This is an optimization exercise on Yosys and OpenROAD, whose aim is small area, a short achievable clock period and few clock cycles, not a production implementation.
Only simulation tests tie the RTL to the original design; equivalence was not proved.
Power figures rest on the tool's default switching activity, not on a simulated workload.

Setup of birch:
## lcs_diff
module lcs_diff #(
    parameter N  = 16,
    parameter TW = 8
) (
    input  wire              clk,
    input  wire              rst,
    input  wire              cmd_valid,
    output wire              cmd_ready,
    input  wire [4:0]        a_len,
    input  wire [4:0]        b_len,
    input  wire [N*TW-1:0]   a_toks,
    input  wire [N*TW-1:0]   b_toks,
    output wire              out_valid,
    input  wire              out_ready,
    output wire [1:0]        out_op,
    output wire [3:0]        out_idx,
    output wire [4:0]        out_len
);
export LEC_CHECK = 0
export ABC_AREA = 1
export CAP_MARGIN = 30
export CORE_MARGIN = 2
export CORE_UTILIZATION = 40
export CTS_BUF_LIST = sky130_fd_sc_hd__clkbuf_8
export SLEW_MARGIN = 40
create_clock -name core_clock -period 11.0 [get_ports {clk}]
standard.sh (not shown) runs the stock make flow with config.mk's settings and CLKGATE_MAP_FILE= SYNTH_SCRIPT=/design/flow/synth_recipe.tcl, a recipe that flattens the netlist after the stock synthesis.
==> flow/flow/run.sh <==
#!/bin/bash
set -euo pipefail
bash standard.sh SETUP_SLACK_MARGIN=7.6 'BUFFER_PORTS_ARGS=-buffer_cell sky130_fd_sc_hd__buf_1' finish > make_finish.log 2>&1
Testbench counts of birch, summed over its fixed seeds: cycles 7,338.
--- input diff birch..oak ---
diff --git a/flow/design.v b/flow/design.v
--- a/flow/design.v
+++ b/flow/design.v
@@ -158,13 +158,15 @@
     reg [4:0]    a_rem, b_rem;
     reg [4:0]    w_L;
     reg          ov_r;
     reg [1:0]    op_r;
     reg [3:0]    idx_r;
     reg          crdy_r;
-    assign cmd_ready = crdy_r;
+    reg          is_post;
+    reg          blk_r;          
+    assign cmd_ready = crdy_r & ~blk_r;
     assign out_valid = ov_r;
     assign out_op    = op_r;
     assign out_idx   = idx_r;
     assign out_len   = e_len;      
     wire handoff = cmd_valid & cmd_ready;
     wire       idle  = (e_st == E_IDLE);
@@ -395,20 +397,24 @@
             ptr    <= 3'd0;
             pst    <= P_UP1;
             w_busy <= 1'b0;
             e_pend <= 1'b0;
             ov_r   <= 1'b0;
             crdy_r <= 1'b0;
+            is_post <= 1'b0;
+            blk_r   <= 1'b0;
         end else begin
             e_st   <= e_st_n;
             ptr    <= ptr_n;
             pst    <= pst_n;
             w_busy <= !w_free_n;
             if (load_out) ov_r <= e_pend || w_busy;
             if (load_out && e_pend)
                 e_pend <= 1'b0;
             else if (w_step && last && r_op != OP_END)
                 e_pend <= 1'b1;
-            crdy_r <= (e_st_n == E_DONE || (e_st_n == E_POST && !fail_n)) && w_free_n;
+            crdy_r <= (e_st_n == E_DONE || e_st_n == E_POST) && w_free_n;
+            is_post <= (e_st_n == E_POST);
+            blk_r   <= (e_st_n == E_POST) && fail_n;
         end
     end
 endmodule
Changes observed in oak relative to birch: post-route non-filler standard cell count picked up an extra 0.53%, utilization went up by 0.87 points, sequential cell count stayed essentially flat, sequential power comparable, internal power component moved down. Between oak and birch, it is oak whose final non-filler cell area is higher, by 1.7%. Comparing net count of the mapped netlist for birch and oak, the bigger number came from birch. Comparing birch with oak, the area after synthesis came out essentially unchanged. [compare] base=birch new=oak: combinational group share of total power now sits lower, power decreased by 1.9% relative to the old numbers, met2 demand-to-capacity share in global routing grew by 1.0 points. The share of cells above drive strength 1 of oak exceeds that of birch by 1.3 points. Instance count of the mapped netlist in oak is 17 below birch. In oak the number of buffer and inverter instances along the worst setup path turned out 3 higher than in birch.
Testbench counts of oak, summed over its fixed seeds: cycles 7,338.

Another version of the RTL of lcs_diff (not shown whole).
Size in the first run: ~460 flip-flops, about 280 I/O pins, about 28,000 um2 of cells after synthesis.
Settings: LEC_CHECK=0, ABC_AREA=1, CAP_MARGIN=30, CORE_MARGIN=2, CORE_UTILIZATION=40, CTS_BUF_LIST=sky130_fd_sc_hd__clkbuf_8, SLEW_MARGIN=40; clock period 11.0 ns.
Scripts as last shown in full above: flow/flow/run.sh
The first run passed the timing, design-rule and antenna checks.
Testbench counts at the start, summed over its fixed seeds: cycles 7,338.
Then changed:
--- a/flow/design.v
+++ b/flow/design.v
@@ -257,19 +257,19 @@
     wire [15:0] qt2  = h2 ? (z2 << 1) : qt1;
     wire [15:0] ey2  = h1 ? ey1b : ey1;
     wire [15:0] Y1   = h1 ? ((Y & ~ey1) | l1) : Y;
     wire [15:0] Y2   = h2 ? ((Y1 & ~ey2) | l2) : Y1;
     wire        emb_end = t_last || ((Y & qthr) == 16'd0);
     always @(*) begin
         e_st_n = e_st;
         case (e_st)
         E_IDLE: if (cmd_valid)
-                    e_st_n = (a_len == 5'd0 || b_len == 5'd0) ? E_DONE : E_DP;
+                    e_st_n = (a_len == 5'd0 || b_len == 5'd0) ? E_EMB : E_DP;
         E_DP:   if (u_last) e_st_n = E_TB;
         E_TB:   if (tb_last) e_st_n = E_POST;
         E_POST: if (fail) e_st_n = emb_end ? E_DONE : E_EMB;
                 else      e_st_n = handoff ? E_IDLE : E_DONE;
         E_EMB:  if (emb_end) e_st_n = E_DONE;
         E_DONE: if (handoff) e_st_n = E_IDLE;
         default: e_st_n = E_IDLE;
         endcase
         if (!cmd_valid) e_st_n = E_IDLE;
=> The changed run produced a clean layout; via count rises by 1.1%; core utilization went up by 0.47 points; maximum frequency rises by 3.4%; worst setup slack improves by 0.12 ns; worst hold slack barely changes; wire length goes up by 5.4%; design area fell by 0.63%; count of clock-buffer cells in the layout shrinks by 14; sequential cell count does not change; die area goes down by 0.87%; first-iteration DRC count falls by 4.3%; clock skew rises by 0.023 ns; global-route usage climbs by 2.4 points; power falls by 2.4%.
Testbench counts after the change, summed over its fixed seeds: cycles 7,338.

before:
lcs_diff, a different RTL version from the one above (not shown whole).
Size in the first run: about 460 flip-flops, about 280 I/O pins, about 28000 sq um of cells after synthesis.
// lcs_diff
module lcs_diff #(
    parameter N  = 16,
    parameter TW = 8
) (
    input  wire              clk,
    input  wire              rst,
    input  wire              cmd_valid,
    output wire              cmd_ready,
    input  wire [4:0]        a_len,
    input  wire [4:0]        b_len,
    input  wire [N*TW-1:0]   a_toks,
    input  wire [N*TW-1:0]   b_toks,
    output wire              out_valid,
    input  wire              out_ready,
    output wire [1:0]        out_op,
    output wire [3:0]        out_idx,
    output wire [4:0]        out_len
);
    localparam OP_REM  = 2'd0;
    localparam OP_ADD  = 2'd1;
    localparam OP_KEEP = 2'd2;
    localparam OP_END  = 2'd3;
    localparam E_IDLE = 3'd0;
    localparam E_DP   = 3'd2;
    localparam E_TB   = 3'd3;
    localparam E_EMB  = 3'd4;
    localparam E_DONE = 3'd5;
    localparam E_POST = 3'd6;    
    localparam P_UP1  = 2'd0;
    localparam P_DOWN = 2'd1;
    localparam P_UP2  = 2'd2;
    integer q;
    function [15:0] smear_dn(input [15:0] x);
        reg [15:0] y;
        begin
            y = x;
            y = y | (y >> 1);
            y = y | (y >> 2);
            y = y | (y >> 4);
            y = y | (y >> 8);
            smear_dn = y;
        end
    endfunction
    function [15:0] smear_up(input [15:0] x);
        reg [15:0] y;
  ...
==> flow/config.mk <==
export PLATFORM = sky130hd
export DESIGN_NAME = lcs_diff
export DESIGN_NICKNAME = lcs_diff
export VERILOG_FILES = /design/flow/design.v
export SDC_FILE = /design/flow/constraint.sdc
export NUM_CORES = 4
export LEC_CHECK = 0
export ABC_AREA = 1
export CAP_MARGIN = 30
export CORE_MARGIN = 2
export CORE_UTILIZATION = 40
export SLEW_MARGIN = 40
==> flow/constraint.sdc <==
create_clock -name core_clock -period 11.0 [get_ports {clk}]
set_input_delay 2.2000 -clock core_clock [delete_from_list [all_inputs] [get_ports {clk}]]
set_output_delay 2.2000 -clock core_clock [all_outputs]
set_load 0.01 [all_outputs]
==> flow/flow/run.sh <==
#!/bin/bash
set -euo pipefail
bash standard.sh SETUP_SLACK_MARGIN=7.8 'BUFFER_PORTS_ARGS=-buffer_cell sky130_fd_sc_hd__buf_1' finish > make_finish.log 2>&1
Testbench counts of before, summed over its fixed seeds: cycles 7,338.
For after, these inputs were changed with respect to before:
--- a/flow/design.v
+++ b/flow/design.v
@@ -259,15 +259,15 @@
     wire [15:0] Y1   = h1 ? ((Y & ~ey1) | l1) : Y;
     wire [15:0] Y2   = h2 ? ((Y1 & ~ey2) | l2) : Y1;
     wire        emb_end = t_last || ((Y & qthr) == 16'd0);
     always @(*) begin
         e_st_n = e_st;
         case (e_st)
         E_IDLE: if (cmd_valid)
-                    e_st_n = (a_len == 5'd0 || b_len == 5'd0) ? E_DONE : E_DP;
+                    e_st_n = (a_len == 5'd0 || b_len == 5'd0) ? E_EMB : E_DP;
         E_DP:   if (u_last) e_st_n = E_TB;
         E_TB:   if (tb_last) e_st_n = E_POST;
         E_POST: if (fail) e_st_n = emb_end ? E_DONE : E_EMB;
                 else      e_st_n = handoff ? E_IDLE : E_DONE;
         E_EMB:  if (emb_end) e_st_n = E_DONE;
         E_DONE: if (handoff) e_st_n = E_IDLE;
         default: e_st_n = E_IDLE;
@@ -293,36 +293,33 @@
         u_last  <= idle ? le2  : (ptr_d1 == pm1);
         if (idle || e_st == E_DP) begin
             vst[0] <= idle ? 16'hffff : V2;
             for (q = 1; q < 9; q = q + 1) vst[q] <= vst[q-1];
         end else begin
             for (q = 0; q < 8; q = q + 1) vst[q] <= vst[q+1];
         end
+        T    <= (e_st == E_TB) ? T2 : ~(16'hffff << b_len);
+        GB   <= (e_st == E_TB) ? GB2 : 16'd0;
+        qthr <= (e_st == E_EMB || (e_st == E_POST && fail)) ? qt2 : 16'hffff;
         case (e_st)
         E_IDLE: begin
             o_r   <= a_len[0];
             pm1   <= pm1_cur;
-            T     <= ~(16'hffff << b_len);
             X     <= 16'd0;
             Y     <= 16'd0;
             fail  <= 1'b0;
-            GB    <= 16'd0;
             PA_e  <= 16'd0;
-            qthr  <= 16'hffff;
         end
         E_TB: begin
-            T    <= T2;
             X    <= X | (d1 ? oh1 : 16'd0) | (d2 ? oh0 : 16'd0);
             Y    <= Y | (d1 ? H1 : 16'd0) | (d2 ? H2 : 16'd0);
             fail <= fail_n;
-            GB   <= GB2;
         end
         E_EMB, E_POST: if (e_st == E_EMB || fail) begin
             PA_e <= PA_e | (h1 ? oh0 : 16'd0) | (h2 ? oh1 : 16'd0);
-            qthr <= qt2;
             Y    <= Y2;
         end
         default: ;
         endcase
     end
     wire        a_nz = (a_rem != 5'd0);
     wire        b_nz = (b_rem != 5'd0);
@@ -389,18 +386,16 @@
                 op_r  <= OP_END;
                 idx_r <= 4'd0;
             end else begin
                 op_r  <= r_op;
                 idx_r <= r_idx;
             end
         end
-        if (w_step && last && r_op != OP_END)
+        if (w_step && (last || r_op == OP_END))
             e_len <= w_L + {4'd0, r_keep};
-        else if (w_step && r_op == OP_END)
-            e_len <= w_L;
         if (rst) begin
             e_st   <= E_IDLE;
             ptr    <= 3'd0;
             pst    <= P_UP1;
             w_busy <= 1'b0;
             e_pend <= 1'b0;
             ov_r   <= 1'b0;
Notes after the runs:
Summary of after over before: wire length of the first global-routing pass moved up, flip-flop and latch count barely changed, register share of the cell area held steady, total wire length after detailed routing shows an increase of 3.8%, post-route standard cell area excluding fillers saw a decrease. Summary: with before as the reference, via-per-instance ratio in after moved up slightly.
Testbench counts of after, summed over its fixed seeds: cycles 7,338.

RTL: one of the versions met above, not the one the previous note started from.
Size: ~4000 cells after synthesis, ~460 flip-flops, roughly 280 I/O pins, roughly 28000 um^2 of cells after synthesis.
==> flow/config.mk <==
export PLATFORM = sky130hd
export DESIGN_NAME = lcs_diff
export DESIGN_NICKNAME = lcs_diff
export VERILOG_FILES = /design/flow/design.v
export SDC_FILE = /design/flow/constraint.sdc
export NUM_CORES = 4
export LEC_CHECK = 0
export ABC_AREA = 1
export CAP_MARGIN = 30
export CORE_MARGIN = 2
export CORE_UTILIZATION = 40
export SLEW_MARGIN = 40
==> flow/constraint.sdc <==
create_clock -name core_clock -period 11.0 [get_ports {clk}]
set_input_delay 2.2000 -clock core_clock [delete_from_list [all_inputs] [get_ports {clk}]]
set_output_delay 2.2000 -clock core_clock [all_outputs]
set_load 0.01 [all_outputs]
==> flow/flow/run.sh <==
#!/bin/bash
set -euo pipefail
bash standard.sh SETUP_SLACK_MARGIN=7.6 'BUFFER_PORTS_ARGS=-buffer_cell sky130_fd_sc_hd__buf_1' finish > make_finish.log 2>&1
Testbench counts at the start, summed over its fixed seeds: cycles 7,338.
Then changed:
--- a/flow/design.v
+++ b/flow/design.v
@@ -134,25 +134,25 @@
     reg [2:0]    pm1;            
     reg [2:0]    ptr;            
     reg [1:0]    pst;
     reg [2:0]    ptr_d1, ptr_d2, ptr_d3;
     reg          u_first, u_last;    
     reg          t_first, t_last;    
     reg          dum_r;              
     reg [TW-1:0] asel0, asel1;
     reg          av1;
     reg [15:0]   M0, M1;         
     reg [15:0]   Md0, Md1;       
     reg [15:0]   Dr1r;           
-    reg [15:0]   vst [0:8];
+    reg [15:0]   vst [0:7];
     reg [15:0]   T, X, Y, GB;
     reg          fail;
     reg [15:0]   PA_e, qthr;
     reg          w_busy;         
     reg          e_pend;         
     reg [4:0]    e_len;
     reg [15:0]   PAs, QBs;       
     reg [15:0]   Xr, sX;         
     reg [3:0]    xidx;           
     reg          hx, hx2;        
     reg [3:0]    w_i, w_j;
     reg [4:0]    a_rem, b_rem;
@@ -199,25 +199,25 @@
         end
     end
     wire [TW-1:0] opa0 = idle ? A[0] : asel0;
     wire [TW-1:0] opa1 = idle ? A[1] : asel1;
     wire          opv1 = idle ? (a_len != 5'd1) : av1;
     reg [15:0] cmp0, cmp1;
     always @(*) begin
         for (q = 0; q < N; q = q + 1) begin
             cmp0[q] = (B[q] == opa0);
             cmp1[q] = (B[q] == opa1) & opv1;
         end
     end
-    wire [15:0] vin = (e_st == E_TB) ? vst[2] : vst[0];
+    wire [15:0] vin = ((e_st == E_TB) ? vst[2] : vst[0]) | {16{u_first}};
     wire [15:0] V1 = dp_row(vin, M0);
     wire [15:0] V2 = dp_row(V1, M1);
     wire [15:0] Dr2 = ~vst[0] | {16{dum}};
     wire [15:0] Dr1 = Dr1r;
     wire        dum = dum_r;                      
     wire [15:0] c1  = (Md1 | Dr2) & T;
     wire [15:0] S1  = smear_dn(c1);
     wire [15:0] H1  = S1 & ~(S1 >> 1);
     wire        d1  = himatch(c1, Md1);
     wire [15:0] ycol = lowest(Y);
     wire        f1  = d1 ? |(GB & ~S1) : |(Md1 & ycol);
     wire [15:0] GB1 = d1 ? (Md1 & (S1 >> 1)) : GB;
@@ -282,29 +282,29 @@
         M1     <= cmp1;
         Md0    <= M0;
         Md1    <= M1;
         Dr1r   <= ~V1;
         ptr_d3 <= ptr_d2;
         t_first <= u_first;
         t_last  <= u_last;
         dum_r   <= o_r && u_last;
         ptr_d1 <= pe;
         ptr_d2 <= idle ? 3'd0 : ptr_d1;
         u_first <= idle ? 1'b1 : (ptr_d1 == 3'd0);
         u_last  <= idle ? le2  : (ptr_d1 == pm1);
-        if (idle || e_st == E_DP) begin
-            vst[0] <= idle ? 16'hffff : V2;
-            for (q = 1; q < 9; q = q + 1) vst[q] <= vst[q-1];
+        if (e_st == E_DP) begin
+            vst[0] <= V2;
+            for (q = 1; q < 8; q = q + 1) vst[q] <= vst[q-1];
         end else begin
-            for (q = 0; q < 8; q = q + 1) vst[q] <= vst[q+1];
+            for (q = 0; q < 7; q = q + 1) vst[q] <= vst[q+1];
         end
         T    <= (e_st == E_TB) ? T2 : ~(16'hffff << b_len);
         GB   <= (e_st == E_TB) ? GB2 : 16'd0;
         qthr <= (e_st == E_EMB || (e_st == E_POST && fail)) ? qt2 : 16'hffff;
         case (e_st)
         E_IDLE: begin
             o_r   <= a_len[0];
             pm1   <= pm1_cur;
             X     <= 16'd0;
             Y     <= 16'd0;
             fail  <= 1'b0;
             PA_e  <= 16'd0;
Effect:
- clock power falls by 13%
- via count decreases by 2.6%
- core utilization rises by 0.13 points
- wire length goes down by 8.3%
- maximum frequency hardly moves
- non-clock buffer count rose by 38
- critical path depth grows by 3
- setup slack is about the same
- flip-flop and latch count fell by 16
- combinational power came out lower by about 4%
- die area falls by 1.6%
- sequential power hardly moves
Testbench counts after the change, summed over its fixed seeds: cycles 7,338.

-- afterwards: timing with drivers on the ports --
How much do the figures lean on ideal ports? The routed layouts below were timed once more, with nothing changed but the port constraints.
Step 1 sets driving cells, clkbuf_16 on the clock port and buf_2 on the other inputs (assumed; they add their load-dependent delay and slew).
Step 2, shift: input delay + t, output delay - t, t = (earliest + latest rising clock arrival at the registers) / 2. This alone moves slack from input paths to output paths.
Three values: ideal, step 1, step 2; two values: the first two.
run | t (ns) | setup slack, ns | worst setup path after step 2
birch | 0.722 | 7.608 / 7.555 / 6.926 | input to register
oak | 0.730 | 7.456 / 7.415 / 6.917 | input to register
the first run of note 2 | 0.740 | 7.379 / 7.322 / 6.936 | input to register
the second run of note 2 | 0.760 | 7.499 / 7.442 / 6.893 | input to register
before | 0.673 | 7.471 / 7.410 / 7.054 | input to register
after | 0.677 | 7.495 / 7.427 / 7.111 | input to register
the first run of note 4 | 0.682 | 7.491 / 7.491 / 6.972 | input to register
the second run of note 4 | 0.653 | 7.493 / 7.492 / 6.905 | input to register
After both steps every run listed still meets setup and hold. For birch, which loses most, drivers alone change the setup slack by -0.053 ns; drivers and shift together by -0.682 ns.
